Background: an optimization exercise with open tools, aiming at small area, a short achievable clock period and few clock cycles. Do not read the settings as production practice.
Function was not checked in any run shown here: the RTL went through the layout flow alone.
No activity file was given, so power comes from the tool's default toggle rates.

==> flow/design.v <==
module spse_enc4 (
    input  wire         clk,
    input  wire         rst_n,
    input  wire [3:0]   mv_valid,
    output wire [3:0]   mv_ready,
    input  wire [127:0] mv_steps,
    input  wire [3:0]   smp_valid,
    output wire [3:0]   smp_ready,
    input  wire [127:0] smp_ticks,
    output wire [3:0]   desc_valid,
    input  wire [3:0]   desc_ready,
    output wire [127:0] desc_data
);
    genvar g;
    generate
        for (g = 0; g < 4; g = g + 1) begin : g_unit
            spse_unit u (
                .clk(clk), .rst_n(rst_n),
                .mv_valid(mv_valid[g]), .mv_ready(mv_ready[g]),
                .mv_steps(mv_steps[g*32 +: 32]),
                .smp_valid(smp_valid[g]), .smp_ready(smp_ready[g]),
                .smp_ticks(smp_ticks[g*32 +: 32]),
                .desc_valid(desc_valid[g]), .desc_ready(desc_ready[g]),
                .desc_data(desc_data[g*32 +: 32])
            );
        end
    endgenerate
endmodule
module spse_unit (
    input  wire        clk,
    input  wire        rst_n,
    input  wire        mv_valid,
    output wire        mv_ready,
    input  wire [31:0] mv_steps,
    input  wire        smp_valid,
    output wire        smp_ready,
    input  wire [31:0] smp_ticks,
    output wire        desc_valid,
    input  wire        desc_ready,
    output wire [31:0] desc_data
);
    reg  [30:0] out;
    reg         ov;
    reg  [31:0] W;
    reg         wb, wf;
    reg  [31:0] s;
    reg         snz;           
    reg         tr, mk;
    reg         sr, mr;        
    assign desc_valid = ov;
    assign desc_data  = {1'b0, out};
    assign smp_ready  = sr;
    assign mv_ready   = mr;
    wire load = !ov || desc_ready;
    wire        t_big   = smp_ticks > 32'd32777;             
    wire        t_sat   = smp_ticks > 32'd32776;             
    wire [14:0] t_L     = t_sat ? 15'h7fff : smp_ticks[14:0] - 15'd10;
    wire [30:0] t_first = {t_L, 1'b1, 15'd10};
    wire        w_big   = W > 32'd32777;
    wire        w_sat   = W > 32'd32776;
    wire [14:0] w_L     = w_sat ? 15'h7fff : W[14:0] - 15'd10;
    wire [30:0] w_first = {w_L, 1'b1, 15'd10};
    wire        last  = W < 32'd98311;                       
    wire [14:0] hw    = W[15:1];
    wire [14:0] d0    = hw - 15'd16388;                      
    wire [14:0] d1    = hw - (W[0] ? 15'd16388 : 15'd16389); 
    wire [30:0] cont  = last ? {d1, 1'b0, d0} : {15'h7fff, 1'b0, 15'h7fff};
    wire take  = smp_valid && sr;
    wire mv_go = mv_valid && mr;
    wire e_w     = load && wb;
    wire e_mk    = load && !wb && mk;
    wire e_first = load && take;
    wire e_tr    = load && !wb && !mk && tr && !snz;
    reg        wb_n, wf_n, snz_n, tr_n, mk_n;
    always @(*) begin
        wb_n = wb;
        wf_n = wf;
        if (take) begin
            wb_n = load ? t_big : 1'b1;
            wf_n = !load;
        end else if (e_w) begin
            if (wf) begin
                wf_n = 1'b0;
                wb_n = w_big;
            end else if (last) begin
                wb_n = 1'b0;
            end else begin
                wb_n = W != 32'd98311;                    
            end
        end
        snz_n = snz;
        tr_n  = tr;
        mk_n  = mk;
        if (mv_go) begin
            snz_n = mv_steps != 32'd0;
            tr_n  = 1'b1;
            mk_n  = tr && !e_tr;
        end else begin
            if (take)
                snz_n = s != 32'd1;
            if (e_mk)
                mk_n = 1'b0;
            if (e_tr)
                tr_n = 1'b0;
        end
    end
    always @(posedge clk) begin
        if (!rst_n) begin
            ov <= 1'b0;
            wb <= 1'b0;
            wf <= 1'b0;
            tr <= 1'b0;
            mk <= 1'b0;
            sr <= 1'b0;
            mr <= 1'b1;
        end else begin
            if (e_w)
                out <= wf ? w_first : cont;
            else if (e_first)
                out <= t_first;
            else if (e_mk || e_tr)
                out <= 31'd0;
            if (load)
                ov <= e_w || e_mk || e_first || e_tr;
            if (take)
                W <= smp_ticks;
            else if (e_w && !wf && !last)
                W <= W - 32'd65534;
            if (mv_go)
                s <= mv_steps;
            else if (take)
                s <= s - 32'd1;
            wb  <= wb_n;
            wf  <= wf_n;
            snz <= snz_n;
            tr  <= tr_n;
            mk  <= mk_n;
            sr  <= !wb_n && !mk_n && tr_n && snz_n;
            mr  <= !tr_n || (!snz_n && !mk_n);
        end
    end
endmodule
==> flow/flow/run.sh <==
#!/bin/bash
# The standard layout, with two changes to how it is made:
#  - ports are buffered with buf_1 instead of the flow's default pick
#  - timing repair aims at a setup slack margin of SETUP_MARGIN ns, so the
#    layout is optimised for a shorter period than the 11 ns constraint
#    (the constraints themselves are unchanged)
set -euo pipefail
SETUP_MARGIN=$(cat flow/setup_margin.txt)
bash standard.sh finish \
  "SETUP_SLACK_MARGIN=${SETUP_MARGIN}" \
  "BUFFER_PORTS_ARGS=-buffer_cell sky130_fd_sc_hd__buf_1" \
  > standard_make.log 2>&1
==> flow/flow/setup_margin.txt <==
7.5
==> flow/standard.sh <==
#!/bin/bash
# synth_recipe.tcl (not shown) runs the flow's synth.tcl, then flattens the netlist and writes it again
# the make line also repeats each setting of config.mk as NAME=value (left out here)
make -C /OpenROAD-flow-scripts/flow DESIGN_CONFIG=/design/flow/config.mk WORK_HOME=/design/flow/orfs CLKGATE_MAP_FILE= SYNTH_SCRIPT=/design/flow/synth_recipe.tcl "${@:-finish}"
==> flow/config.mk <==
export PLATFORM = sky130hd
export DESIGN_NAME = spse_enc4
export DESIGN_NICKNAME = spse_enc4
export VERILOG_FILES = /design/flow/design.v
export SDC_FILE = /design/flow/constraint.sdc
export NUM_CORES = 4
export LEC_CHECK = 0
export CAP_MARGIN = 20
export CORE_MARGIN = 2
export CORE_UTILIZATION = 60
export CTS_BUF_LIST = sky130_fd_sc_hd__clkbuf_4 sky130_fd_sc_hd__clkbuf_8
export CTS_CLUSTER_SIZE = 30
export SLEW_MARGIN = 20
==> flow/constraint.sdc <==
create_clock -name core_clock -period 11.0 [get_ports {clk}]
set_input_delay 2.2000 -clock core_clock [delete_from_list [all_inputs] [get_ports {clk}]]
set_output_delay 2.2000 -clock core_clock [all_outputs]
set_load 0.01 [all_outputs]
==> run summary, run 1 <==
# TYPE chip_impl_metric gauge
chip_impl_metric{name="synthesis.yosys.warnings",unit=""} 1
chip_impl_metric{name="period_needed",unit="ps"} 3794
chip_impl_metric{name="finalMaxSlewViolations",unit=""} 0
chip_impl_metric{name="postSynth.asyncResetShare",unit="%"} 0
chip_impl_info{name="outcome",value="complete, no violations"} 1
chip_impl_info{name="cts_root_buffer",value="sky130_fd_sc_hd__clkbuf_8"} 1
chip_impl_metric{name="first_pass_iters",unit=""} 5
chip_impl_metric{name="post_synth_instance_area",unit="mm^2"} 0.02652
chip_impl_metric{name="synth_sequential_area_ratio",unit="%"} 45.60
chip_impl_metric{name="power.density",unit="mW/mm^2"} 129.6
chip_impl_metric{name="ys_seq_elements",unit=""} 412
chip_impl_metric{name="pre_cts_ws",unit="ps"} 6172
chip_impl_metric{name="worst_pin_slew",unit="ps"} 1182
chip_impl_info{name="critical_path.cell_chain",value="buf_8 -> or3_4 -> or4_4 -> o31ai_4 -> and3_4 -> a21oi_1 -> or3_1"} 1
chip_impl_metric{name="routed_via_density",unit=""} 6.138
chip_impl_metric{name="power_report.internal_total",unit="W"} 0.002871
chip_impl_metric{name="p_sw",unit="W"} 0.001131
chip_impl_metric{name="post_place_cell_area",unit="mm^2"} 0.02856
chip_impl_metric{name="power_frac_comb",unit="%"} 14.6
chip_impl_metric{name="grt_max_degree",unit=""} 71
chip_impl_metric{name="cp_data_required_time",unit="ps"} 11410
chip_impl_metric{name="yosysUniqueCellTypes",unit=""} 69
chip_impl_info{name="yosysTopAreaCell",value="sky130_fd_sc_hd__edfxtp_1"} 1
chip_impl_metric{name="core_area",unit="mm^2"} 0.04393
chip_impl_metric{name="dr.first_iter.drc_count",unit=""} 2141
chip_impl_info{name="startpoint_of_the_worst_hold_path",value="g_unit[3].u.tr"} 1
chip_impl_metric{name="route.vias.total",unit=""} 24100
chip_impl_metric{name="grt_pass1_vias",unit=""} 23090
chip_impl_metric{name="maxCapViolCount",unit=""} 0
chip_impl_metric{name="detail_route.wl_per_cell",unit="um"} 20.18
chip_impl_metric{name="worst-path-max-fanout",unit=""} 7
chip_impl_info{name="synthTopCellsByArea",value="sky130_fd_sc_hd__edfxtp_1 43%, sky130_fd_sc_hd__xnor2_1 7.5%, sky130_fd_sc_hd__xor2_1 5.8%"} 1
chip_impl_metric{name="average_cell_area_after_synthesis",unit="um^2"} 9.078
chip_impl_metric{name="setup_total_negative_slack",unit="ps"} 0
chip_impl_metric{name="postRouteAntennaNets",unit=""} 0
chip_impl_metric{name="placement.io_buffers",unit=""} 405
chip_impl_info{name="startpoint",value="smp_ticks[73]"} 1
chip_impl_metric{name="clk_transition_reported_paths",unit="ps"} 60
chip_impl_metric{name="cp_num_buf_inv",unit=""} 1
chip_impl_info{name="critical_path.slowest_cell",value="sky130_fd_sc_hd__or4_4"} 1
chip_impl_metric{name="power_frac_seq",unit="%"} 49.1
chip_impl_metric{name="placementRows",unit=""} 77
chip_impl_metric{name="power_leakage",unit="nW"} 10.20
chip_impl_metric{name="post-route-cell-area",unit="mm^2"} 0.03088
chip_impl_info{name="worstHoldPathType",value="flip-flop to flip-flop"} 1
chip_impl_metric{name="number_of_clock_buffers_inserted_by_tritoncts",unit=""} 72
chip_impl_metric{name="finalHoldViolations",unit=""} 0
chip_impl_metric{name="initial_antenna_violation_count",unit=""} 26
chip_impl_info{name="synth-main-ff-cell",value="sky130_fd_sc_hd__edfxtp_1"} 1
chip_impl_metric{name="number_of_endpoints_failing_setup_at_the_final_stage",unit=""} 0
chip_impl_metric{name="ctsHtreeMaxLevel",unit=""} 3
chip_impl_metric{name="fp.dieW",unit="um"} 214.2
chip_impl_metric{name="post_route_cells_drive_above_1_share",unit="%"} 9.792
chip_impl_metric{name="post-route-worst-setup-slack",unit="ps"} 7206
chip_impl_metric{name="gp_routability_congestion",unit=""} 0.9473
chip_impl_info{name="cpLargestDelayFamily",value="simple AND/OR/NAND/NOR gates"} 1
chip_impl_metric{name="syn_to_final_growth",unit="%"} 16.45
chip_impl_info{name="crit_path_start_kind",value="primary input"} 1
chip_impl_metric{name="drc",unit=""} 0
chip_impl_metric{name="post_synth_inst_count",unit=""} 2921
chip_impl_metric{name="worstSkewPairLatency",unit="ps"} 670
chip_impl_metric{name="final.setup_skew",unit="ps"} 27.41
chip_impl_metric{name="synth.top_cell.area_share",unit="%"} 43.49
chip_impl_info{name="cts_tree",value="done"} 1
chip_impl_metric{name="ioPinCount",unit=""} 410
chip_impl_metric{name="cts_buffer_depth",unit=""} 3
chip_impl_metric{name="place_hpwl",unit="um"} 56560
chip_impl_metric{name="synth_edf_count",unit=""} 384
chip_impl_metric{name="track_usage",unit="%"} 33.73
chip_impl_info{name="crit_path_end_kind",value="flip-flop"} 1
chip_impl_metric{name="critPathArrivalTime",unit="ps"} 4200
chip_impl_metric{name="switching_fraction_of_total_power",unit="%"} 28.26
chip_impl_metric{name="design.final.nets",unit=""} 3582
chip_impl_metric{name="achievable-frequency",unit="MHz"} 263.6
chip_impl_metric{name="finalWirelength",unit="um"} 79240
chip_impl_info{name="worstReg2RegStart",value="g_unit[3].u.W[8]"} 1
chip_impl_info{name="grt_setup_unrepaired",value="true"} 1
chip_impl_metric{name="final.fill_count",unit=""} 3538
chip_impl_metric{name="totalPowerFinal",unit="W"} 0.004002
chip_impl_metric{name="die-height",unit="um"} 214.2
chip_impl_metric{name="max_slew_headroom",unit="%"} 20.47
chip_impl_metric{name="vdd_drop_max",unit="mV"} 0.1074
chip_impl_metric{name="globalRoute.totalOverflow",unit=""} 0
chip_impl_info{name="crit_type",value="primary input to flip-flop"} 1
chip_impl_metric{name="post-route-period-util",unit="%"} 34.49
chip_impl_metric{name="power_frac_clock",unit="%"} 36.2
chip_impl_metric{name="die_area",unit="mm^2"} 0.04589
chip_impl_metric{name="initial_core_util",unit="%"} 60.36
chip_impl_metric{name="post_cts_hold_buffer_count",unit=""} 0
chip_impl_metric{name="max_stage_delay",unit="ps"} 470
chip_impl_metric{name="tritoncts_num_sinks",unit=""} 412
chip_impl_metric{name="grt_first_pass_wirelength",unit="um"} 123600
==> layout by cell type, fill, tap and decap left out, types with 11 or more instances in the layout <==
master / n
sky130_fd_sc_hd__nor2b_1: 17
sky130_fd_sc_hd__clkbuf_8: 85
sky130_fd_sc_hd__buf_1: 378
sky130_fd_sc_hd__diode_2: 16
sky130_fd_sc_hd__nor2_1: 226
sky130_fd_sc_hd__nor2_4: 14
sky130_fd_sc_hd__nand2_1: 357
sky130_fd_sc_hd__dfxtp_1: 20
sky130_fd_sc_hd__inv_1: 54
sky130_fd_sc_hd__ha_1: 47
sky130_fd_sc_hd__a21oi_1: 269
sky130_fd_sc_hd__nor4_1: 107
sky130_fd_sc_hd__nand2b_1: 13
sky130_fd_sc_hd__a21oi_2: 28
sky130_fd_sc_hd__clkinv_1: 15
sky130_fd_sc_hd__nand3b_1: 11
sky130_fd_sc_hd__or3_1: 96
sky130_fd_sc_hd__edfxtp_1: 384
sky130_fd_sc_hd__nor3_1: 88
sky130_fd_sc_hd__o21ai_0: 214
sky130_fd_sc_hd__clkbuf_4: 22
sky130_fd_sc_hd__or4_1: 26
sky130_fd_sc_hd__and2_1: 16
sky130_fd_sc_hd__xor2_1: 176
sky130_fd_sc_hd__a31oi_1: 41
sky130_fd_sc_hd__xnor2_1: 226
sky130_fd_sc_hd__nand4_1: 25
sky130_fd_sc_hd__buf_4: 29
sky130_fd_sc_hd__nand3_1: 65
sky130_fd_sc_hd__and3_1: 25
sky130_fd_sc_hd__o31ai_1: 11
==> cell type report <==
type                    instances  area [um^2]  area share (%)
diodes                         16        40.04          0.1297
clock buffers                 107         1335           4.324
clock inverters                22        123.9          0.4012
inverters                      58        230.2          0.7456
multi-input cells            2278        14310           46.35
flip-flops and latches        412        12100           39.19
well taps                     592        740.7           2.399
repair buffers                442         1994           6.459
==> what timing repair did <==
action | CTS | global route
setup buffers | 15 | 8
pin swaps | 30 | 23
cloned | 11 | 0
endpoints found under the setup margin | 425 | 143
gates resized for setup | 80 | 60
hold endpoints to repair | 0 | 0
==> cells by family (layout without fill, tap and decap cells) <==
group	after synthesis	count (layout)	share of synthesized area (%)
and+or+nand+nor	1173	1179	21.83
AOI/OAI and AO/OA	641	644	13.27
DFF	412	412	45.60
xor gates and xnor gates	403	403	13.31
buffers and inverters	243	629	3.709
adders and majority gates	48	48	2.265
other	1	20	0.01414
==> through the flow <==
step	hold slack, ps	instances	utilization (%)
after CTS	536.8	3903	69.63
after floorplan	480.7	2924	-
after global routing	585.4	3923	70.26
final	534.1	3927	70.29
after detailed placement	522.2	3748	65.01
after global placement	505.5	3748	64.99
==> registers in the layout (all words and copies together), names as in the netlist <==
register / count
g_unit.u.W: 128
g_unit.u.mk: 4
g_unit.u.mr: 4
g_unit.u.out: 124
g_unit.u.ov: 4
g_unit.u.s: 128
g_unit.u.snz: 4
g_unit.u.sr: 4
g_unit.u.tr: 4
g_unit.u.wb: 4
g_unit.u.wf: 4
==> routing by layer <==
layer | vias to the layer above | GRT usage [%] | wire length [um]
met5 | - | 0 | 123
met4 | 20 | 16.78 | 3280
met3 | 211 | 7.291 | 6595
met2 | 1070 | 52.77 | 36880
met1 | 11540 | 44.62 | 32360
li1 | 11270 | - | -
==> final timing paths <==
path | endpoint | cells after the start | slack (ps)
max | g_unit[2].u.out[27] | 7 | 7210
min | g_unit[3].u.tr | 2 | 530
max reg2reg | g_unit[3].u.out[17] | 7 | 7540
min reg2reg | g_unit[3].u.tr | 2 | 530
==> Yosys cell counts, types with 4 or more instances <==
library cell and number:
sky130_fd_sc_hd__and3_1 27, sky130_fd_sc_hd__nand2_1 371, sky130_fd_sc_hd__clkbuf_1 145, sky130_fd_sc_hd__nor3b_1 10, sky130_fd_sc_hd__or4_4 4, sky130_fd_sc_hd__o21a_1 5
sky130_fd_sc_hd__inv_1 56, sky130_fd_sc_hd__or4_1 29, sky130_fd_sc_hd__xnor2_1 227, sky130_fd_sc_hd__nor2_1 237, sky130_fd_sc_hd__buf_1 15, sky130_fd_sc_hd__buf_2 9
sky130_fd_sc_hd__xor2_1 176, sky130_fd_sc_hd__ha_1 48, sky130_fd_sc_hd__a31oi_1 45, sky130_fd_sc_hd__nand3_1 67, sky130_fd_sc_hd__nand4_1 25, sky130_fd_sc_hd__o31ai_1 12
sky130_fd_sc_hd__buf_4 16, sky130_fd_sc_hd__nor3_1 91, sky130_fd_sc_hd__nand3b_1 11, sky130_fd_sc_hd__a21o_1 4, sky130_fd_sc_hd__a21oi_1 301, sky130_fd_sc_hd__or3_1 101
sky130_fd_sc_hd__dfxtp_1 28, sky130_fd_sc_hd__edfxtp_1 384, sky130_fd_sc_hd__o211a_1 4, sky130_fd_sc_hd__nor2b_1 18, sky130_fd_sc_hd__o21ai_0 219, sky130_fd_sc_hd__nand2b_1 17
sky130_fd_sc_hd__a2111oi_0 4, sky130_fd_sc_hd__or2_2 7, sky130_fd_sc_hd__o41ai_1 11, sky130_fd_sc_hd__and4_1 8, sky130_fd_sc_hd__and2_1 20, sky130_fd_sc_hd__nor4_1 114
==> power by group through the flow <==
stage	Clock, W	Combinational, W	Sequential (W)
2_1_floorplan	0	0.000388	0.00196
4_1_cts	0.00146	0.000572	0.00196
3_5_place_dp	0	0.000551	0.00199
5_1_grt	0.00153	0.000646	0.00198
6_report	0.00145	0.000586	0.00197
3_3_place_gp	0	0.000538	0.00199
==> worst min-delay path: cells and delay by family (launching register included) <==
kind,cells,cell delay (ps)
DFF,1,320
AOI/OAI and AO/OA,2,150
==> inputs of run 2 (changes only) <==
--- a/flow/config.mk
+++ b/flow/config.mk
@@ -9,5 +9,6 @@
 export CORE_MARGIN = 2
-export CORE_UTILIZATION = 60
-export CTS_BUF_LIST = sky130_fd_sc_hd__clkbuf_4 sky130_fd_sc_hd__clkbuf_8
-export CTS_CLUSTER_SIZE = 30
+export CORE_UTILIZATION = 75
+export CTS_BUF_LIST = sky130_fd_sc_hd__clkbuf_2 sky130_fd_sc_hd__clkbuf_4 sky130_fd_sc_hd__clkbuf_8
+export CTS_CLUSTER_SIZE = 40
+export PLACE_DENSITY = 0.8
 export SLEW_MARGIN = 20
==> run 2 against run 1 <==
Worst setup slack got worse by 110 ps. Worst hold slack improved by 38 ps. Count of clock-buffer cells in the layout fell by 1. Flip-flop and latch count did not move. Area after synthesis did not move. Global-route usage rose by 11 points. Via count rose by 10%. Power rose by 0.11%. Critical path depth rose by 2. Routed wire length rose by 9.8%. Still clean. Die area fell by 20%.
==> run summary, run 2 <==
# TYPE chip_impl_metric gauge
chip_impl_metric{name="post-route-worst-setup-slack",unit="ps"} 7100
chip_impl_metric{name="power_frac_clock",unit="%"} 35.2
chip_impl_info{name="netlist_top_cells_count",value="384 x sky130_fd_sc_hd__edfxtp_1, 371 x sky130_fd_sc_hd__nand2_1, 301 x sky130_fd_sc_hd__a21oi_1"} 1
chip_impl_metric{name="post_cts_hold_buffer_count",unit=""} 0
chip_impl_metric{name="drc",unit=""} 0
chip_impl_metric{name="maxCapViolCount",unit=""} 0
chip_impl_metric{name="track_usage",unit="%"} 44.86
chip_impl_metric{name="power_frac_comb",unit="%"} 15.6
chip_impl_metric{name="syn_to_final_growth",unit="%"} 16.34
chip_impl_info{name="crit_path_end_kind",value="flip-flop"} 1
chip_impl_metric{name="power.density",unit="mW/mm^2"} 129.9
chip_impl_metric{name="period_needed",unit="ps"} 3900
chip_impl_metric{name="average_cell_area_after_synthesis",unit="um^2"} 9.078
chip_impl_metric{name="finalHoldViolations",unit=""} 0
chip_impl_metric{name="max_slew_headroom",unit="%"} 26.76
chip_impl_metric{name="switching_fraction_of_total_power",unit="%"} 29.42
chip_impl_metric{name="final.hold.worst_slack",unit="ps"} 571.7
chip_impl_metric{name="final.setup_skew",unit="ps"} 23.39
chip_impl_metric{name="setup_total_negative_slack",unit="ps"} 0
chip_impl_metric{name="synth_sequential_area_ratio",unit="%"} 45.60
chip_impl_metric{name="post_synth_xor_area_fraction",unit="%"} 13.31
chip_impl_metric{name="place_hpwl",unit="um"} 56110
chip_impl_info{name="cts_tree",value="done"} 1
chip_impl_metric{name="placementRows",unit=""} 68
chip_impl_info{name="largestRegisters",value="g_unit.u.W x128, g_unit.u.s x128, g_unit.u.out x124"} 1
chip_impl_metric{name="synth_edf_count",unit=""} 384
chip_impl_metric{name="post_synth_instance_area",unit="mm^2"} 0.02652
chip_impl_metric{name="cp_data_required_time",unit="ps"} 11490
chip_impl_metric{name="ctsHtreeMaxLevel",unit=""} 3
chip_impl_metric{name="pre_cts_ws",unit="ps"} 6081
chip_impl_metric{name="synth.area.mux_share",unit="%"} 0
chip_impl_metric{name="p_sw",unit="W"} 0.001179
chip_impl_metric{name="achievable-frequency",unit="MHz"} 256.4
chip_impl_metric{name="finalWirelength",unit="um"} 86980
chip_impl_info{name="most_common_cell_after_layout_fill_and_taps_aside",value="sky130_fd_sc_hd__buf_1"} 1
chip_impl_info{name="largest_family_of_logic_cells_by_synthesized_area",value="simple AND/OR/NAND/NOR gates"} 1
chip_impl_metric{name="finalMaxSlewViolations",unit=""} 0
chip_impl_info{name="most_frequently_used_cell_type_in_the_post_synthesis_netlist",value="sky130_fd_sc_hd__edfxtp_1"} 1
chip_impl_metric{name="ys_seq_elements",unit=""} 412
chip_impl_metric{name="post_route_cells_drive_above_1_share",unit="%"} 10.31
chip_impl_metric{name="grt_pass1_vias",unit=""} 24680
chip_impl_info{name="worstHoldPathType",value="flip-flop to flip-flop"} 1
chip_impl_metric{name="power_leakage",unit="nW"} 10.26
chip_impl_metric{name="grt_max_degree",unit=""} 71
chip_impl_info{name="yosysTopAreaCell",value="sky130_fd_sc_hd__edfxtp_1"} 1
chip_impl_metric{name="globalRoute.totalOverflow",unit=""} 0
chip_impl_info{name="critical_path.cell_chain",value="buf_1 -> or4_1 -> nor2_2 -> nand4_1 -> buf_6 -> buf_4 -> a2111oi_4 -> a31oi_2 -> nor4bb_1"} 1
chip_impl_metric{name="max_stage_delay",unit="ps"} 550
chip_impl_metric{name="detail_route.wl_per_cell",unit="um"} 22.91
chip_impl_metric{name="dr.first_iter.drc_count",unit=""} 4048
chip_impl_info{name="critical_path.slowest_cell",value="sky130_fd_sc_hd__or4_1"} 1
chip_impl_info{name="layout.cells.most_common_list",value="385 x sky130_fd_sc_hd__buf_1, 384 x sky130_fd_sc_hd__edfxtp_1, 358 x sky130_fd_sc_hd__nand2_1"} 1
chip_impl_metric{name="filler_free_cell_count_of_the_finished_design",unit=""} 3797
chip_impl_metric{name="critPathArrivalTime",unit="ps"} 4390
chip_impl_metric{name="synth.top_cell.area_share",unit="%"} 43.49
chip_impl_metric{name="clk_transition_reported_paths",unit="ps"} 60
chip_impl_metric{name="postSynth.asyncResetShare",unit="%"} 0
chip_impl_metric{name="number_of_clock_buffers_inserted_by_tritoncts",unit=""} 69
chip_impl_metric{name="cts_buffer_depth",unit=""} 3
chip_impl_metric{name="number_of_endpoints_failing_setup_at_the_final_stage",unit=""} 0
chip_impl_metric{name="routed_via_density",unit=""} 7.007
chip_impl_metric{name="postRouteAntennaNets",unit=""} 0
chip_impl_metric{name="gp_routability_congestion",unit=""} 0.9999
chip_impl_metric{name="place_inst",unit=""} 3611
chip_impl_metric{name="die_area",unit="mm^2"} 0.03688
chip_impl_metric{name="initial_core_util",unit="%"} 76.39
chip_impl_metric{name="placement.io_buffers",unit=""} 405
chip_impl_metric{name="post_synth_inst_count",unit=""} 2921
chip_impl_metric{name="worst-path-max-fanout",unit=""} 2
chip_impl_info{name="outcome",value="complete, no violations"} 1
chip_impl_metric{name="core_area",unit="mm^2"} 0.03471
chip_impl_metric{name="fp.dieW",unit="um"} 192.0
chip_impl_metric{name="design.final.nets",unit=""} 3600
chip_impl_info{name="grt_setup_unrepaired",value="true"} 1
chip_impl_metric{name="die-height",unit="um"} 192.0
chip_impl_info{name="cts_root_buffer",value="sky130_fd_sc_hd__clkbuf_8"} 1
chip_impl_metric{name="first_pass_iters",unit=""} 8
chip_impl_metric{name="post-route-period-util",unit="%"} 35.45
chip_impl_metric{name="synthesis.yosys.warnings",unit=""} 1
chip_impl_metric{name="route.vias.total",unit=""} 26600
chip_impl_metric{name="yosys.area_share.adder",unit="%"} 2.265
chip_impl_metric{name="tritoncts_num_sinks",unit=""} 412
chip_impl_metric{name="ioPinCount",unit=""} 410
chip_impl_metric{name="yosysUniqueCellTypes",unit=""} 69
chip_impl_metric{name="power_frac_seq",unit="%"} 49.2
chip_impl_info{name="synthTopCellsByArea",value="sky130_fd_sc_hd__edfxtp_1 43%, sky130_fd_sc_hd__xnor2_1 7.5%, sky130_fd_sc_hd__xor2_1 5.8%"} 1
chip_impl_metric{name="synth_compound_area_share",unit="%"} 13.27
chip_impl_metric{name="synth_simple_gate_area_share",unit="%"} 21.83
chip_impl_metric{name="initial_antenna_violation_count",unit=""} 7
chip_impl_metric{name="vdd_drop_max",unit="mV"} 0.1138
chip_impl_info{name="crit_path_start_kind",value="primary input"} 1
chip_impl_metric{name="worstSkewPairLatency",unit="ps"} 630
chip_impl_info{name="synth-main-ff-cell",value="sky130_fd_sc_hd__edfxtp_1"} 1
chip_impl_metric{name="grt_first_pass_wirelength",unit="um"} 129300
chip_impl_metric{name="power_report.internal_total",unit="W"} 0.002827
chip_impl_info{name="crit_type",value="primary input to flip-flop"} 1
chip_impl_metric{name="worst_pin_slew",unit="ps"} 1096
-- run 2: worst max-delay path, delay by kind of cell --
family          cells  cell delay [ps]
buf+inv             3              390
compound gates      2              390
simple gates        4             1410
-- run 2: repair_timing --
action                     in CTS  in global routing
hold endpoints to repair        0                  0
setup buffers                  23                 22
setup endpoints to repair     414                164
resized for setup              86                 56
pin swaps                      39                 29
gates cloned                   10                  0
-- run 2: power by group through the flow --
stage / Combinational, W / Sequential [W] / Clock, W
2_1_floorplan: 0.000388 / 0.00196 / 0
3_3_place_gp: 0.000529 / 0.00199 / 0
3_5_place_dp: 0.000554 / 0.00200 / 0
4_1_cts: 0.000583 / 0.00196 / 0.00139
5_1_grt: 0.000671 / 0.00198 / 0.00146
6_report: 0.000624 / 0.00197 / 0.00141
-- run 2: cell type report --
type	count	area [um^2]
Multi-Input combinational cell	2279	14380
Sequential cell	412	12090
Timing Repair Buffer	462	2170
Inverter	58	230.2
Clock buffer	106	1290
Fill cell	1697	3864
Tap cell	455	569.3
Clock inverter	19	100.1
Antenna cell	6	15.01
-- run 2: path summary, 6_finish.rpt --
kind	start	endpoint	slack, ps	cells past startpoint
max reg2reg	g_unit[0].u.W[8]	g_unit[0].u.out[28]	7410	6
min reg2reg	g_unit[1].u.tr	g_unit[1].u.tr	570	2
max	smp_ticks[118]	g_unit[3].u.sr	7100	9
min	g_unit[1].u.tr	g_unit[1].u.tr	570	2
-- run 2: per-stage QoR --
step | instance area [um^2] | util (%) | total power [W]
finish | 30850 | 88.87 | 0.004006
global route | 30840 | 88.86 | 0.004109
CTS | 30410 | 87.61 | 0.003940
detailed placement | 28380 | 81.77 | 0.002549
global placement | 28370 | 81.72 | 0.002517
floorplan | 27140 | - | 0.002349
-- run 2: logic make-up after synthesis --
logic type / count (synthesis)
AO/OA/AOI/OAI: 641
XOR/XNOR: 403
adder cells (fa/ha/maj): 48
buffers and inverters: 243
flip-flops: 412
other: 1
AND/OR/NAND/NOR: 1173
-- run 2: routing by layer --
metal / track usage (%) / wire [um] / vias up
li1: - / - / 11290
met1: 56.72 / 29440 / 12220
met2: 70.73 / 38810 / 2497
met3: 10.43 / 12310 / 602
met4: 26.69 / 6419 / 0
met5: 0 / 0 / -
==> inputs of run 3 (changes only) <==
--- a/flow/design.v
+++ b/flow/design.v
@@ -49,2 +49,4 @@
     reg         sr, mr;        
+    reg         wsat, wbig;    
+    reg         wlast;         
     assign desc_valid = ov;
@@ -56,9 +58,8 @@
     wire        t_sat   = smp_ticks > 32'd32776;             
-    wire [14:0] t_L     = t_sat ? 15'h7fff : smp_ticks[14:0] - 15'd10;
+    wire [14:0] t_sub   = smp_ticks[14:0] - 15'd10;
+    wire [14:0] t_L     = t_sat ? 15'h7fff : t_sub;
     wire [30:0] t_first = {t_L, 1'b1, 15'd10};
-    wire        w_big   = W > 32'd32777;
-    wire        w_sat   = W > 32'd32776;
-    wire [14:0] w_L     = w_sat ? 15'h7fff : W[14:0] - 15'd10;
+    wire [14:0] w_L     = wsat ? 15'h7fff : W[14:0];
     wire [30:0] w_first = {w_L, 1'b1, 15'd10};
-    wire        last  = W < 32'd98311;                       
+    wire        last  = wlast;
     wire [14:0] hw    = W[15:1];
@@ -83,3 +84,3 @@
                 wf_n = 1'b0;
-                wb_n = w_big;
+                wb_n = wbig;
             end else if (last) begin
@@ -124,6 +125,11 @@
                 ov <= e_w || e_mk || e_first || e_tr;
-            if (take)
-                W <= smp_ticks;
-            else if (e_w && !wf && !last)
-                W <= W - 32'd65534;
+            if (take) begin
+                W     <= {smp_ticks[31:15], t_sat ? smp_ticks[14:0] : t_sub};
+                wsat  <= t_sat;
+                wbig  <= t_big;
+                wlast <= smp_ticks < 32'd98311;
+            end else if (e_w && !wf && !last) begin
+                W     <= W - 32'd65534;
+                wlast <= W < 32'd163845;                 
+            end
             if (mv_go)
==> flow/config.mk (replaced) <==
export PLATFORM = sky130hd
export DESIGN_NAME = spse_enc4
export DESIGN_NICKNAME = spse_enc4
export VERILOG_FILES = /design/flow/design.v
export SDC_FILE = /design/flow/constraint.sdc
export NUM_CORES = 4
export LEC_CHECK = 0
export CAP_MARGIN = 20
export CORE_MARGIN = 2
export CORE_UTILIZATION = 60
export CTS_BUF_LIST = sky130_fd_sc_hd__clkbuf_4 sky130_fd_sc_hd__clkbuf_8
export CTS_CLUSTER_SIZE = 30
export SLEW_MARGIN = 20
==> run 3 against run 2 <==
Largest cell class unchanged. Via count fell by 8.1%. Synthesized cell count grew 0.96%. Still clean on timing, DRC and antenna. Maximum frequency is 3.8% higher. Register-to-register slack gained 540 ps. Worst setup slack improved by 140 ps. Power shrank 1.8%.
==> run summary, run 3 <==
# TYPE chip_impl_metric gauge
chip_impl_metric{name="ctsHtreeMaxLevel",unit=""} 3
chip_impl_metric{name="track_usage",unit="%"} 32.36
chip_impl_metric{name="final.setup_skew",unit="ps"} 26.54
chip_impl_info{name="highest-signal-layer",value="met5"} 1
chip_impl_metric{name="critPathArrivalTime",unit="ps"} 4130
chip_impl_info{name="synth-main-ff-cell",value="sky130_fd_sc_hd__edfxtp_1"} 1
chip_impl_metric{name="synth_sequential_area_ratio",unit="%"} 45.96
chip_impl_metric{name="clk_transition_reported_paths",unit="ps"} 70
chip_impl_info{name="crit_type",value="primary input to flip-flop"} 1
chip_impl_metric{name="achievable-frequency",unit="MHz"} 266.2
chip_impl_metric{name="cp_num_buf_inv",unit=""} 3
chip_impl_metric{name="post_cts_hold_buffer_count",unit=""} 0
chip_impl_metric{name="power_leakage",unit="nW"} 10.52
chip_impl_metric{name="globalRoute.totalOverflow",unit=""} 0
chip_impl_metric{name="fp.dieW",unit="um"} 216.5
chip_impl_metric{name="routed_via_density",unit=""} 6.158
chip_impl_metric{name="vdd_drop_max",unit="mV"} 0.08998
chip_impl_metric{name="placementRows",unit=""} 77
chip_impl_metric{name="synthesis.yosys.warnings",unit=""} 1
chip_impl_metric{name="post_synth_instance_area",unit="mm^2"} 0.02709
chip_impl_metric{name="cts_buffer_depth",unit=""} 3
chip_impl_info{name="cts_root_buffer",value="sky130_fd_sc_hd__clkbuf_8"} 1
chip_impl_info{name="outcome",value="complete, no violations"} 1
chip_impl_info{name="layout.cells.most_common_list",value="396 x sky130_fd_sc_hd__edfxtp_1, 380 x sky130_fd_sc_hd__buf_1, 299 x sky130_fd_sc_hd__nor2_1"} 1
chip_impl_metric{name="die_area",unit="mm^2"} 0.04687
chip_impl_info{name="most_common_cell_after_layout_fill_and_taps_aside",value="sky130_fd_sc_hd__edfxtp_1"} 1
chip_impl_metric{name="finalMaxSlewViolations",unit=""} 0
chip_impl_metric{name="route.vias.total",unit=""} 24460
chip_impl_metric{name="worst-path-max-fanout",unit=""} 5
chip_impl_metric{name="postSynth.asyncResetShare",unit="%"} 0
chip_impl_metric{name="place_hpwl",unit="um"} 54680
chip_impl_metric{name="detail_route.wl_per_cell",unit="um"} 19.96
chip_impl_metric{name="gp_routability_congestion",unit=""} 0.9402
chip_impl_metric{name="ioPinCount",unit=""} 410
chip_impl_info{name="cpLargestDelayFamily",value="simple AND/OR/NAND/NOR gates"} 1
chip_impl_metric{name="average_cell_area_after_synthesis",unit="um^2"} 9.186
chip_impl_metric{name="power.density",unit="mW/mm^2"} 122.2
chip_impl_metric{name="route.layer.met1.wl",unit="um"} 32330
chip_impl_info{name="most_frequently_used_cell_type_in_the_post_synthesis_netlist",value="sky130_fd_sc_hd__edfxtp_1"} 1
chip_impl_metric{name="post_route_cells_drive_above_1_share",unit="%"} 13.19
chip_impl_info{name="yosysTopAreaCell",value="sky130_fd_sc_hd__edfxtp_1"} 1
chip_impl_metric{name="post_synth_inst_count",unit=""} 2949
chip_impl_metric{name="synth_edf_count",unit=""} 396
chip_impl_metric{name="met3WireLength",unit="um"} 7900
chip_impl_metric{name="die-height",unit="um"} 216.5
chip_impl_info{name="largestRegisters",value="g_unit.u.W x128, g_unit.u.s x128, g_unit.u.out x124"} 1
chip_impl_info{name="critical_path.slowest_cell",value="sky130_fd_sc_hd__or4_4"} 1
chip_impl_metric{name="core_area",unit="mm^2"} 0.04441
chip_impl_metric{name="number_of_endpoints_failing_setup_at_the_final_stage",unit=""} 0
chip_impl_metric{name="maxCapViolCount",unit=""} 0
chip_impl_metric{name="tritoncts_num_sinks",unit=""} 424
chip_impl_metric{name="postRouteAntennaNets",unit=""} 0
chip_impl_metric{name="grt_first_pass_wirelength",unit="um"} 121200
chip_impl_metric{name="number_of_clock_buffers_inserted_by_tritoncts",unit=""} 74
chip_impl_metric{name="grt_max_degree",unit=""} 73
chip_impl_info{name="worstHoldPathType",value="flip-flop to flip-flop"} 1
chip_impl_metric{name="finalWirelength",unit="um"} 79280
chip_impl_metric{name="dr.first_iter.drc_count",unit=""} 2615
chip_impl_metric{name="max_stage_delay",unit="ps"} 570
chip_impl_metric{name="worst_pin_slew",unit="ps"} 1053
chip_impl_metric{name="wl_met2",unit="um"} 35970
chip_impl_metric{name="yosysUniqueCellTypes",unit=""} 70
chip_impl_metric{name="synth.top_cell.area_share",unit="%"} 43.89
chip_impl_info{name="synthTopCellsByArea",value="sky130_fd_sc_hd__edfxtp_1 44%, sky130_fd_sc_hd__xnor2_1 7.7%, sky130_fd_sc_hd__xor2_1 5.1%"} 1
chip_impl_metric{name="ys_seq_elements",unit=""} 424
chip_impl_info{name="critical_path.cell_chain",value="buf_12 -> or4_4 -> o41ai_4 -> and3_4 -> buf_6 -> inv_8 -> nor3_4 -> xnor2_1 -> a21oi_1"} 1
chip_impl_metric{name="worstSkewPairLatency",unit="ps"} 650
chip_impl_info{name="crit_path_end_kind",value="flip-flop"} 1
chip_impl_metric{name="setup_total_negative_slack",unit="ps"} 0
chip_impl_info{name="netlist_top_cells_count",value="396 x sky130_fd_sc_hd__edfxtp_1, 324 x sky130_fd_sc_hd__nor2_1, 250 x sky130_fd_sc_hd__nand2_1"} 1
chip_impl_metric{name="post-route-period-util",unit="%"} 34.15
chip_impl_info{name="cts_tree",value="done"} 1
chip_impl_metric{name="cp_data_required_time",unit="ps"} 11370
chip_impl_info{name="crit_path_start_kind",value="primary input"} 1
chip_impl_metric{name="design.final.nets",unit=""} 3629
chip_impl_metric{name="placement.io_buffers",unit=""} 405
chip_impl_metric{name="syn_to_final_growth",unit="%"} 18.83
chip_impl_metric{name="grt_pass1_vias",unit=""} 22690
chip_impl_metric{name="first_pass_iters",unit=""} 6
chip_impl_metric{name="period_needed",unit="ps"} 3756
chip_impl_metric{name="drc",unit=""} 0
chip_impl_metric{name="initial_core_util",unit="%"} 61.00
chip_impl_metric{name="initial_antenna_violation_count",unit=""} 18
chip_impl_metric{name="max_slew_headroom",unit="%"} 29.52
chip_impl_metric{name="final.hold.worst_slack",unit="ps"} 539.3
chip_impl_info{name="grt_setup_unrepaired",value="true"} 1
chip_impl_metric{name="finalHoldViolations",unit=""} 0
## run 3: cell types whose count changed after synthesis, moves of 23 or more
cell,change
sky130_fd_sc_hd__a21o_1,+30
sky130_fd_sc_hd__a21oi_1,-82
sky130_fd_sc_hd__clkbuf_1,+23
sky130_fd_sc_hd__nand2_1,-121
sky130_fd_sc_hd__nand3_1,+24
sky130_fd_sc_hd__nor2_1,+87
sky130_fd_sc_hd__o21ai_0,+29
sky130_fd_sc_hd__or3_1,-59
## run 3: worst paths after layout
check,slack [ps],cells after the start,start,end
worst min register to register,540,2,g_unit[2].u.tr,g_unit[2].u.tr
worst max register to register,7950,8,g_unit[0].u.s[0],g_unit[0].u.s[28]
worst min-delay path,540,2,g_unit[2].u.tr,g_unit[2].u.tr
worst max-delay path,7240,9,smp_ticks[68],g_unit[2].u.W[12]
## run 3: final cells by class
| cell class | instances | area [um^2] |
|---|---|---|
| Timing Repair Buffer | 483 | 2420 |
| Clock buffer | 108 | 1299 |
| Tap cell | 592 | 740.7 |
| Inverter | 56 | 257.7 |
| Clock inverter | 24 | 112.6 |
| Timing Repair inverter | 4 | 35.03 |
| Antenna cell | 13 | 32.53 |
| Multi-Input combinational cell | 2268 | 14830 |
| Fill cell | 3379 | 12220 |
| Sequential cell | 424 | 12460 |
## run 3: power by group
group          internal (W)  switching [W]  total [W]
Clock              0.000756       0.000670    0.00143
Sequential          0.00188      0.0000824    0.00197
Combinational      0.000198       0.000344   0.000541
## run 3: logic make-up after synthesis
| logic type | share of synthesized area [%] |
|---|---|
| AOI/OAI and AO/OA | 13.75 |
| xor gates and xnor gates | 12.83 |
| adders and majority gates | 2.291 |
| buffers and inverters | 3.963 |
| DFF | 45.96 |
| other | 0.01384 |
| and+or+nand+nor | 21.18 |
## run 3: what timing repair did
item	4_1_cts	5_1_grt
endpoints found under the setup margin	422	351
gates resized for setup	107	99
gates cloned	6	5
pin swaps	49	51
setup buffers	28	39
## run 3: metrics by stage
stage / cells / utilization [%] / worst slack [ps] / cell area (um^2) / total power [W]
after detailed placement: 3748 / 65.95 / 6304 / 29290 / 0.002487
after global routing: 3966 / 72.45 / 7190 / 32180 / 0.004075
after global placement: 3748 / 65.95 / 6345 / 29290 / 0.002471
after floorplan: 2952 / - / 6937 / 28200 / 0.002316
final: 3972 / 72.48 / 7244 / 32190 / 0.003934
after CTS: 3914 / 70.57 / 7194 / 31340 / 0.003915
## run 3: per-layer routing
| layer | global-route usage [%] | up-vias |
|---|---|---|
| met5 | 0 | - |
| met4 | 13.70 | 10 |
| li1 | - | 11410 |
| met3 | 7.411 | 197 |
| met2 | 49.75 | 1204 |
| met1 | 44.18 | 11640 |
## run 3: worst min-delay path, delay by kind of cell (launching register included)
family	cells	cell delay, ps
AO/OA/AOI/OAI	2	170
flip-flops	1	310
==> inputs of run 4 (changes only) <==
==> flow/flow/setup_margin.txt (replaced) <==
7.0
==> run 4 against run 3 <==
Still clean on timing, DRC and antenna. Power grew 0.33%. Combinational power fell by about 10%. Clock power up 5%. Area after synthesis unchanged. Non-clock buffer count down 61. Via count decreased by 2.7%. Sequential share of layout area rose by 2.1 points. Utilization decreased by 3.7 points. Die area stayed put. Worst setup slack worse by 300 ps. Global-route usage hardly changed. Largest power group unchanged. Highest routed layer unchanged.
==> run summary, run 4 <==
# TYPE chip_impl_metric gauge
chip_impl_info{name="outcome",value="complete, no violations"} 1
chip_impl_metric{name="place_inst",unit=""} 3755
chip_impl_metric{name="yosys.area_share.adder",unit="%"} 2.291
chip_impl_metric{name="synth_edf_count",unit=""} 396
chip_impl_metric{name="ioPinCount",unit=""} 410
chip_impl_metric{name="post-route-cell-area",unit="mm^2"} 0.03054
chip_impl_info{name="synthTopCellsByArea",value="sky130_fd_sc_hd__edfxtp_1 44%, sky130_fd_sc_hd__xnor2_1 7.7%, sky130_fd_sc_hd__xor2_1 5.1%"} 1
chip_impl_metric{name="post_cts_buffers",unit=""} 0
chip_impl_metric{name="clk_transition_reported_paths",unit="ps"} 60
chip_impl_info{name="cts_tree",value="done"} 1
chip_impl_info{name="worstHoldPathType",value="flip-flop to flip-flop"} 1
chip_impl_info{name="largestRegisters",value="g_unit.u.W x128, g_unit.u.s x128, g_unit.u.out x124"} 1
chip_impl_metric{name="post_route_cells_drive_above_1_share",unit="%"} 6.909
chip_impl_metric{name="placement.io_buffers",unit=""} 405
chip_impl_metric{name="vdd_drop_max",unit="mV"} 0.1073
chip_impl_info{name="grt-busiest-layer",value="met2"} 1
chip_impl_metric{name="critPathArrivalTime",unit="ps"} 4430
chip_impl_metric{name="ctsHtreeMaxLevel",unit=""} 3
chip_impl_metric{name="final.fill_count",unit=""} 3662
chip_impl_metric{name="finalHoldViolations",unit=""} 0
chip_impl_info{name="layout.cells.most_common_list",value="404 x sky130_fd_sc_hd__buf_1, 396 x sky130_fd_sc_hd__edfxtp_1, 319 x sky130_fd_sc_hd__nor2_1"} 1
chip_impl_metric{name="finalWirelength",unit="um"} 77290
chip_impl_info{name="critical_path.slowest_cell",value="sky130_fd_sc_hd__nor4b_1"} 1
chip_impl_metric{name="utilization",unit="%"} 68.76
chip_impl_metric{name="initial_antenna_violation_count",unit=""} 25
chip_impl_info{name="largest_family_of_logic_cells_by_synthesized_area",value="simple AND/OR/NAND/NOR gates"} 1
chip_impl_metric{name="totalPowerFinal",unit="W"} 0.003947
chip_impl_metric{name="track_usage",unit="%"} 32.32
chip_impl_metric{name="globalRoute.totalOverflow",unit=""} 0
chip_impl_metric{name="ys_seq_elements",unit=""} 424
chip_impl_metric{name="fp.dieW",unit="um"} 216.5
chip_impl_metric{name="grt.met2_usage",unit="%"} 51.63
chip_impl_metric{name="first_pass_iters",unit=""} 6
chip_impl_info{name="crit_path_top_cell_by_count",value="sky130_fd_sc_hd__inv_1"} 1
chip_impl_metric{name="worst_pin_slew",unit="ps"} 1084
chip_impl_metric{name="globalRouteMet3Util",unit="%"} 7.677
chip_impl_metric{name="average_cell_area_after_synthesis",unit="um^2"} 9.186
chip_impl_metric{name="number_of_endpoints_failing_setup_at_the_final_stage",unit=""} 0
chip_impl_metric{name="placementRows",unit=""} 77
chip_impl_metric{name="grt_first_pass_wirelength",unit="um"} 120600
chip_impl_info{name="cts_root_buffer",value="sky130_fd_sc_hd__clkbuf_8"} 1
chip_impl_metric{name="synthesis.yosys.warnings",unit=""} 1
chip_impl_metric{name="drc",unit=""} 0
chip_impl_metric{name="worstSkewPairLatency",unit="ps"} 650
chip_impl_metric{name="post_synth_instance_area",unit="mm^2"} 0.02709
chip_impl_info{name="netlist_top_cells_count",value="396 x sky130_fd_sc_hd__edfxtp_1, 324 x sky130_fd_sc_hd__nor2_1, 250 x sky130_fd_sc_hd__nand2_1"} 1
chip_impl_metric{name="power.density",unit="mW/mm^2"} 129.2
chip_impl_info{name="yosysTopAreaCell",value="sky130_fd_sc_hd__edfxtp_1"} 1
chip_impl_info{name="crit_path_start_kind",value="primary input"} 1
chip_impl_metric{name="achievable-frequency",unit="MHz"} 246.4
chip_impl_metric{name="route.vias.total",unit=""} 23800
chip_impl_metric{name="max_slew_headroom",unit="%"} 27.59
chip_impl_info{name="synth-main-ff-cell",value="sky130_fd_sc_hd__edfxtp_1"} 1
chip_impl_metric{name="synth.top_cell.area_share",unit="%"} 43.89
chip_impl_metric{name="die_area",unit="mm^2"} 0.04687
chip_impl_metric{name="synth_compound_area_share",unit="%"} 13.75
chip_impl_metric{name="design.final.nets",unit=""} 3561
chip_impl_metric{name="max_stage_delay",unit="ps"} 530
chip_impl_metric{name="initial_core_util",unit="%"} 61.00
chip_impl_metric{name="postRouteAntennaNets",unit=""} 0
chip_impl_metric{name="postSynth.asyncResetShare",unit="%"} 0
chip_impl_metric{name="post_synth_xor_area_fraction",unit="%"} 12.83
chip_impl_metric{name="final.setup_skew",unit="ps"} 28.97
chip_impl_metric{name="routed_via_density",unit=""} 6.096
chip_impl_metric{name="power_leakage",unit="nW"} 9.819
chip_impl_info{name="most_frequently_used_cell_type_in_the_post_synthesis_netlist",value="sky130_fd_sc_hd__edfxtp_1"} 1
chip_impl_metric{name="core_area",unit="mm^2"} 0.04441
chip_impl_metric{name="grt_use_met1",unit="%"} 42.20
chip_impl_metric{name="worst-path-max-fanout",unit=""} 5
chip_impl_info{name="critical_path.cell_chain",value="buf_1 -> inv_1 -> ha_1 -> inv_1 -> a2111o_1 -> nor4b_1 -> xor2_1 -> o21ai_0 -> o2111ai_1"} 1
chip_impl_metric{name="grt_pass1_vias",unit=""} 22490
chip_impl_metric{name="die-height",unit="um"} 216.5
chip_impl_metric{name="place_hpwl",unit="um"} 56130
chip_impl_metric{name="post_synth_inst_count",unit=""} 2949
chip_impl_metric{name="post-route-period-util",unit="%"} 36.90
chip_impl_metric{name="synth.area.mux_share",unit="%"} 0
chip_impl_metric{name="gp_routability_congestion",unit=""} 0.9476
chip_impl_metric{name="setup_total_negative_slack",unit="ps"} 0
chip_impl_metric{name="synth_sequential_area_ratio",unit="%"} 45.96
chip_impl_info{name="crit_type",value="primary input to flip-flop"} 1
chip_impl_metric{name="syn_to_final_growth",unit="%"} 12.73
chip_impl_info{name="most_common_cell_after_layout_fill_and_taps_aside",value="sky130_fd_sc_hd__buf_1"} 1
chip_impl_metric{name="finalMaxSlewViolations",unit=""} 0
chip_impl_info{name="crit_path_end_kind",value="flip-flop"} 1
chip_impl_metric{name="dr.first_iter.drc_count",unit=""} 2198
chip_impl_info{name="grt_setup_unrepaired",value="true"} 1
chip_impl_metric{name="cp_data_required_time",unit="ps"} 11370
chip_impl_metric{name="cts_buffer_depth",unit=""} 3
chip_impl_metric{name="number_of_clock_buffers_inserted_by_tritoncts",unit=""} 73
chip_impl_metric{name="period_needed",unit="ps"} 4059
chip_impl_metric{name="filler_free_cell_count_of_the_finished_design",unit=""} 3904
chip_impl_metric{name="yosysUniqueCellTypes",unit=""} 70
chip_impl_metric{name="detail_route.wl_per_cell",unit="um"} 19.80
chip_impl_metric{name="grt_max_degree",unit=""} 72
chip_impl_metric{name="maxCapViolCount",unit=""} 0
chip_impl_metric{name="post_place_cell_area",unit="mm^2"} 0.02889
chip_impl_metric{name="tritoncts_num_sinks",unit=""} 424
chip_impl_metric{name="synth_simple_gate_area_share",unit="%"} 21.18
[run 4: cell types whose count changed in the layout (fill, tap and decap cells not counted), sizes merged, moves of 3 or more]
cell and delta:
a21oi -3, buf -58, bufinv +3, clkbuf -8
clkinvlp +4, inv -3
[run 4: area by class of cell]
class	instances	area [um^2]	share of cell area, %
clock buffers	103	1274	4.171
repair inverters	1	7.507	0.02458
flip-flops and latches	424	12450	40.77
diodes	12	30.03	0.09832
inverters	56	216.5	0.7088
well taps	592	740.7	2.425
clock inverters	29	224.0	0.7333
multi-input cells	2265	13950	45.67
repair buffers	422	1649	5.400
[run 4: critical path, delay by kind of cell]
family                   cells  cell delay (ps)
AO/OA/AOI/OAI                3             1100
XOR/XNOR                     1              120
adder cells (fa/ha/maj)      1              190
buffers and inverters        3              280
AND/OR/NAND/NOR              1              530
[run 4: worst paths after layout]
kind | from | to | slack, ps | cells after the start
hold reg to reg | g_unit[0].u.tr | g_unit[0].u.tr | 550 | 2
hold / removal | g_unit[0].u.tr | g_unit[0].u.tr | 550 | 2
setup reg to reg | g_unit[0].u.s[0] | g_unit[0].u.s[28] | 7880 | 8
setup / recovery | smp_ticks[33] | g_unit[1].u.out[27] | 6940 | 9
[run 4: logic make-up after synthesis]
kind of cell | count (synthesis)
AND/OR/NAND/NOR | 1156
AO/OA/AOI/OAI | 654
flip-flops | 424
XOR/XNOR | 397
buffers and inverters | 267
adder cells (fa/ha/maj) | 50
other | 1
[run 4: report_power, final]
| part | switching (W) | total [W] | internal [W] |
|---|---|---|---|
| registers | 0.0000804 | 0.00197 | 0.00188 |
| clock network | 0.000676 | 0.00150 | 0.000821 |
| logic | 0.000316 | 0.000486 | 0.000170 |
[run 4: per-layer routing]
layer	routed length, um	vias to the layer above
li1	-	11270
met3	6486	222
met1	31330	11300
met5	158	-
met2	36180	981
met4	3138	26
[run 4: repair_timing]
item	CTS	global route
endpoints found under the setup margin	138	166
pin swaps	4	0
gates cloned	4	1
hold buffers	0	0
gates resized for setup	6	14
[run 4: per-stage QoR]
| step | worst slack, ps | hold WS (ps) |
|---|---|---|
| finish | 6941 | 546.2 |
| global route | 6831 | 562.9 |
| CTS | 7040 | 540.3 |
| detailed placement | 5990 | 529.2 |
| global placement | 6110 | 508.1 |
| floorplan | 6887 | 493.4 |
==> inputs of run 5 (changes only) <==
==> flow/flow/setup_margin.txt (replaced) <==
6.5
==> run 5 against run 4 <==
Still clean on timing, DRC and antenna. Worst setup slack worse by 250 ps. Utilization is 0.62 points lower. Clock skew is 1.8 ps lower. Area after synthesis stayed put. Count of clock-buffer cells in the layout is 1 higher. Synthesized cell count stayed put. Sequential power hardly changed. Die area stayed put. First-iteration DRC count is 14% higher. Clock power is 3% lower. Critical endpoint is now g_unit[2].u.W[12]. Largest cell class unchanged.
==> run summary, run 5 <==
# TYPE chip_impl_metric gauge
chip_impl_metric{name="cp_data_required_time",unit="ps"} 11380
chip_impl_info{name="largestRegisters",value="g_unit.u.W x128, g_unit.u.s x128, g_unit.u.out x124"} 1
chip_impl_metric{name="vdd_drop_max",unit="mV"} 0.09745
chip_impl_info{name="critical_path.cell_chain",value="buf_1 -> or4_1 -> o41ai_1 -> and3_1 -> inv_2 -> nor3_1 -> xnor2_1 -> a21oi_1"} 1
chip_impl_metric{name="finalHoldViolations",unit=""} 0
chip_impl_metric{name="achievable-frequency",unit="MHz"} 232.2
chip_impl_metric{name="route.vias.total",unit=""} 23890
chip_impl_metric{name="postRouteAntennaNets",unit=""} 0
chip_impl_metric{name="ioPinCount",unit=""} 410
chip_impl_metric{name="worstSkewPairLatency",unit="ps"} 660
chip_impl_metric{name="drc",unit=""} 0
chip_impl_metric{name="gp_routability_congestion",unit=""} 0.9553
chip_impl_metric{name="clk_transition_reported_paths",unit="ps"} 70
chip_impl_metric{name="dr.first_iter.drc_count",unit=""} 2503
chip_impl_metric{name="maxCapViolCount",unit=""} 0
chip_impl_metric{name="number_of_clock_buffers_inserted_by_tritoncts",unit=""} 76
chip_impl_metric{name="tritoncts_num_sinks",unit=""} 424
chip_impl_metric{name="synth_sequential_area_ratio",unit="%"} 45.96
chip_impl_metric{name="average_cell_area_after_synthesis",unit="um^2"} 9.186
chip_impl_metric{name="setup_total_negative_slack",unit="ps"} 0
chip_impl_metric{name="post_synth_inst_count",unit=""} 2949
chip_impl_metric{name="ctsHtreeMaxLevel",unit=""} 3
chip_impl_info{name="netlist_top_cells_count",value="396 x sky130_fd_sc_hd__edfxtp_1, 324 x sky130_fd_sc_hd__nor2_1, 250 x sky130_fd_sc_hd__nand2_1"} 1
chip_impl_metric{name="critPathArrivalTime",unit="ps"} 4690
chip_impl_metric{name="power.density",unit="mW/mm^2"} 128.9
chip_impl_metric{name="die-height",unit="um"} 216.5
chip_impl_metric{name="core_area",unit="mm^2"} 0.04441
chip_impl_metric{name="final.hold.worst_slack",unit="ps"} 539.0
chip_impl_metric{name="detail_route.wl_per_cell",unit="um"} 19.47
chip_impl_metric{name="synth.top_cell.area_share",unit="%"} 43.89
chip_impl_metric{name="max_slew_headroom",unit="%"} 27.49
chip_impl_metric{name="yosysUniqueCellTypes",unit=""} 70
chip_impl_metric{name="grt_first_pass_wirelength",unit="um"} 118300
chip_impl_metric{name="grt_pass1_vias",unit=""} 22300
chip_impl_metric{name="routed_via_density",unit=""} 6.109
chip_impl_metric{name="synth_edf_count",unit=""} 396
chip_impl_metric{name="fp.dieW",unit="um"} 216.5
chip_impl_metric{name="synthesis.yosys.warnings",unit=""} 1
chip_impl_info{name="crit_path_start_kind",value="primary input"} 1
chip_impl_metric{name="globalRoute.totalOverflow",unit=""} 0
chip_impl_info{name="cpLargestDelayFamily",value="simple AND/OR/NAND/NOR gates"} 1
chip_impl_info{name="layout.cells.most_common_list",value="404 x sky130_fd_sc_hd__buf_1, 396 x sky130_fd_sc_hd__edfxtp_1, 324 x sky130_fd_sc_hd__nor2_1"} 1
chip_impl_metric{name="postSynth.asyncResetShare",unit="%"} 0
chip_impl_metric{name="track_usage",unit="%"} 31.61
chip_impl_info{name="cts_tree",value="done"} 1
chip_impl_info{name="critical_path.slowest_cell",value="sky130_fd_sc_hd__or4_1"} 1
chip_impl_info{name="worstHoldPathType",value="flip-flop to flip-flop"} 1
chip_impl_metric{name="worst-path-max-fanout",unit=""} 20
chip_impl_metric{name="initial_antenna_violation_count",unit=""} 26
chip_impl_metric{name="post_route_cells_drive_above_1_share",unit="%"} 6.027
chip_impl_metric{name="placementRows",unit=""} 77
chip_impl_metric{name="grt_max_degree",unit=""} 72
chip_impl_metric{name="utilization",unit="%"} 68.15
chip_impl_metric{name="post-route-period-util",unit="%"} 39.14
chip_impl_metric{name="post-route-worst-setup-slack",unit="ps"} 6694
chip_impl_info{name="cts_root_buffer",value="sky130_fd_sc_hd__clkbuf_8"} 1
chip_impl_info{name="grt_setup_unrepaired",value="false"} 1
chip_impl_info{name="crit_type",value="primary input to flip-flop"} 1
chip_impl_metric{name="first_pass_iters",unit=""} 6
chip_impl_metric{name="syn_to_final_growth",unit="%"} 11.72
chip_impl_info{name="crit_path_end_kind",value="flip-flop"} 1
chip_impl_metric{name="placement.io_buffers",unit=""} 405
chip_impl_metric{name="finalMaxSlewViolations",unit=""} 0
chip_impl_metric{name="totalPowerFinal",unit="W"} 0.003901
chip_impl_metric{name="design.final.nets",unit=""} 3564
chip_impl_metric{name="final.fill_count",unit=""} 3656
chip_impl_metric{name="cts_buffer_depth",unit=""} 3
chip_impl_metric{name="post_synth_instance_area",unit="mm^2"} 0.02709
chip_impl_metric{name="place_hpwl",unit="um"} 54550
chip_impl_metric{name="post_cts_buffers",unit=""} 0
chip_impl_metric{name="worst_pin_slew",unit="ps"} 1085
chip_impl_metric{name="post_cts_hold_buffer_count",unit=""} 0
chip_impl_metric{name="power_leakage",unit="nW"} 9.791
chip_impl_metric{name="final.setup_skew",unit="ps"} 27.21
chip_impl_info{name="outcome",value="complete, no violations"} 1
chip_impl_info{name="synth-main-ff-cell",value="sky130_fd_sc_hd__edfxtp_1"} 1
chip_impl_info{name="most_frequently_used_cell_type_in_the_post_synthesis_netlist",value="sky130_fd_sc_hd__edfxtp_1"} 1
chip_impl_metric{name="cp_num_buf_inv",unit=""} 2
chip_impl_metric{name="die_area",unit="mm^2"} 0.04687
chip_impl_info{name="synthTopCellsByArea",value="sky130_fd_sc_hd__edfxtp_1 44%, sky130_fd_sc_hd__xnor2_1 7.7%, sky130_fd_sc_hd__xor2_1 5.1%"} 1
chip_impl_metric{name="ys_seq_elements",unit=""} 424
chip_impl_metric{name="finalWirelength",unit="um"} 76160
chip_impl_metric{name="period_needed",unit="ps"} 4306
chip_impl_info{name="yosysTopAreaCell",value="sky130_fd_sc_hd__edfxtp_1"} 1
chip_impl_info{name="most_common_cell_after_layout_fill_and_taps_aside",value="sky130_fd_sc_hd__buf_1"} 1
chip_impl_metric{name="max_stage_delay",unit="ps"} 620
chip_impl_metric{name="initial_core_util",unit="%"} 61.00
chip_impl_metric{name="post_cts_resized",unit=""} 0
chip_impl_metric{name="pre_cts_ws",unit="ps"} 5996
chip_impl_metric{name="number_of_endpoints_failing_setup_at_the_final_stage",unit=""} 0
==> run 5: cell counts after synthesis <==
No cell type changed its count.
==> run 5: logic make-up (layout without fill, tap and decap cells) <==
logic type / after synthesis / after routing / synth area share [%]
AND/OR/NAND/NOR: 1156 / 1156 / 21.18
flip-flops: 424 / 424 / 45.96
XOR/XNOR: 397 / 397 / 12.83
adder cells (fa/ha/maj): 50 / 50 / 2.291
other: 1 / 21 / 0.01384
AO/OA/AOI/OAI: 654 / 654 / 13.75
buffers and inverters: 267 / 617 / 3.963
==> run 5: area by class of cell <==
type                    instances  area (um^2)  share of cell area (%)
multi-input cells            2261        13680                   45.20
flip-flops and latches        424        12450                   41.14
well taps                     592        740.7                   2.447
inverters                      56        210.2                  0.6945
diodes                         17        42.54                  0.1406
repair buffers                427         1684                   5.564
clock buffers                 104         1319                   4.357
clock inverters                30        138.9                  0.4589
==> run 5: power by group <==
| part | internal [W] | leakage, nW | switching (W) | total, W |
|---|---|---|---|---|
| logic | 0.000169 | 5.11 | 0.000314 | 0.000483 |
| registers | 0.00188 | 3.91 | 0.0000777 | 0.00196 |
| clock network | 0.000774 | 0.772 | 0.000682 | 0.00146 |
==> run 5: stage by stage <==
stage                     std cells  cell area [um^2]
final                          3911             30270
after global routing           3905             30250
after global placement         3759             28750
after CTS                      3893             30210
after floorplan                2952             27160
after detailed placement       3759             28750
==> run 5: per-layer routing <==
layer,track usage [%],vias up,share of wire (%)
met3,7.396,187,9.2
li1,-,11280,-
met1,43.58,11330,42
met4,12.92,20,3.5
met2,48.21,1074,45
met5,0,-,0.17
==> run 5: worst paths after layout <==
path | startpoint | endpoint | slack [ps] | cells past startpoint
worst max-delay path | smp_ticks[72] | g_unit[2].u.W[12] | 6690 | 8
worst min-delay path | g_unit[0].u.tr | g_unit[0].u.tr | 540 | 2
worst max register to register | g_unit[1].u.wb | g_unit[1].u.W[27] | 7730 | 5
worst min register to register | g_unit[0].u.tr | g_unit[0].u.tr | 540 | 2
==> run 5: worst reg2reg max path, cell delays in order (launching register included) <==
cell,delay (ps)
sky130_fd_sc_hd__dfxtp_1,460
sky130_fd_sc_hd__nor2b_1,360
sky130_fd_sc_hd__nand2_1,660
sky130_fd_sc_hd__or2_1,560
sky130_fd_sc_hd__a21oi_2,450
sky130_fd_sc_hd__buf_4,430

-- re-timing with driven ports --
In the flow no input, the clock included, has a driving cell. The finished layouts below were timed again as built, in two steps. Step 1 sets driving cells, clkbuf_16 on the clock port and buf_2 on the other inputs (assumed; they add their load-dependent delay and slew). Step 2, shift: input delay + t, output delay - t, t = (earliest + latest rising clock arrival at the registers) / 2. This alone moves slack from input paths to output paths. Three values: ideal, step 1, step 2; two values: the first two.
run | shift t [ns] | setup WS [ns] | worst setup path after step 2
run 1 | 0.718 | 7.206 / 7.224 / 6.507 | input to register
run 2 | 0.675 | 7.100 / 7.119 / 6.444 | input to register
run 3 | 0.690 | 7.244 / 7.243 / 6.553 | input to register
run 4 | 0.700 | 6.941 / 6.977 / 6.277 | input to register
run 5 | 0.701 | 6.694 / 6.727 / 6.026 | input to register
After both steps every run listed still meets setup and hold. The setup slack of run 1, which loses most, moves by +0.018 ns with the drivers and by -0.699 ns with both steps.
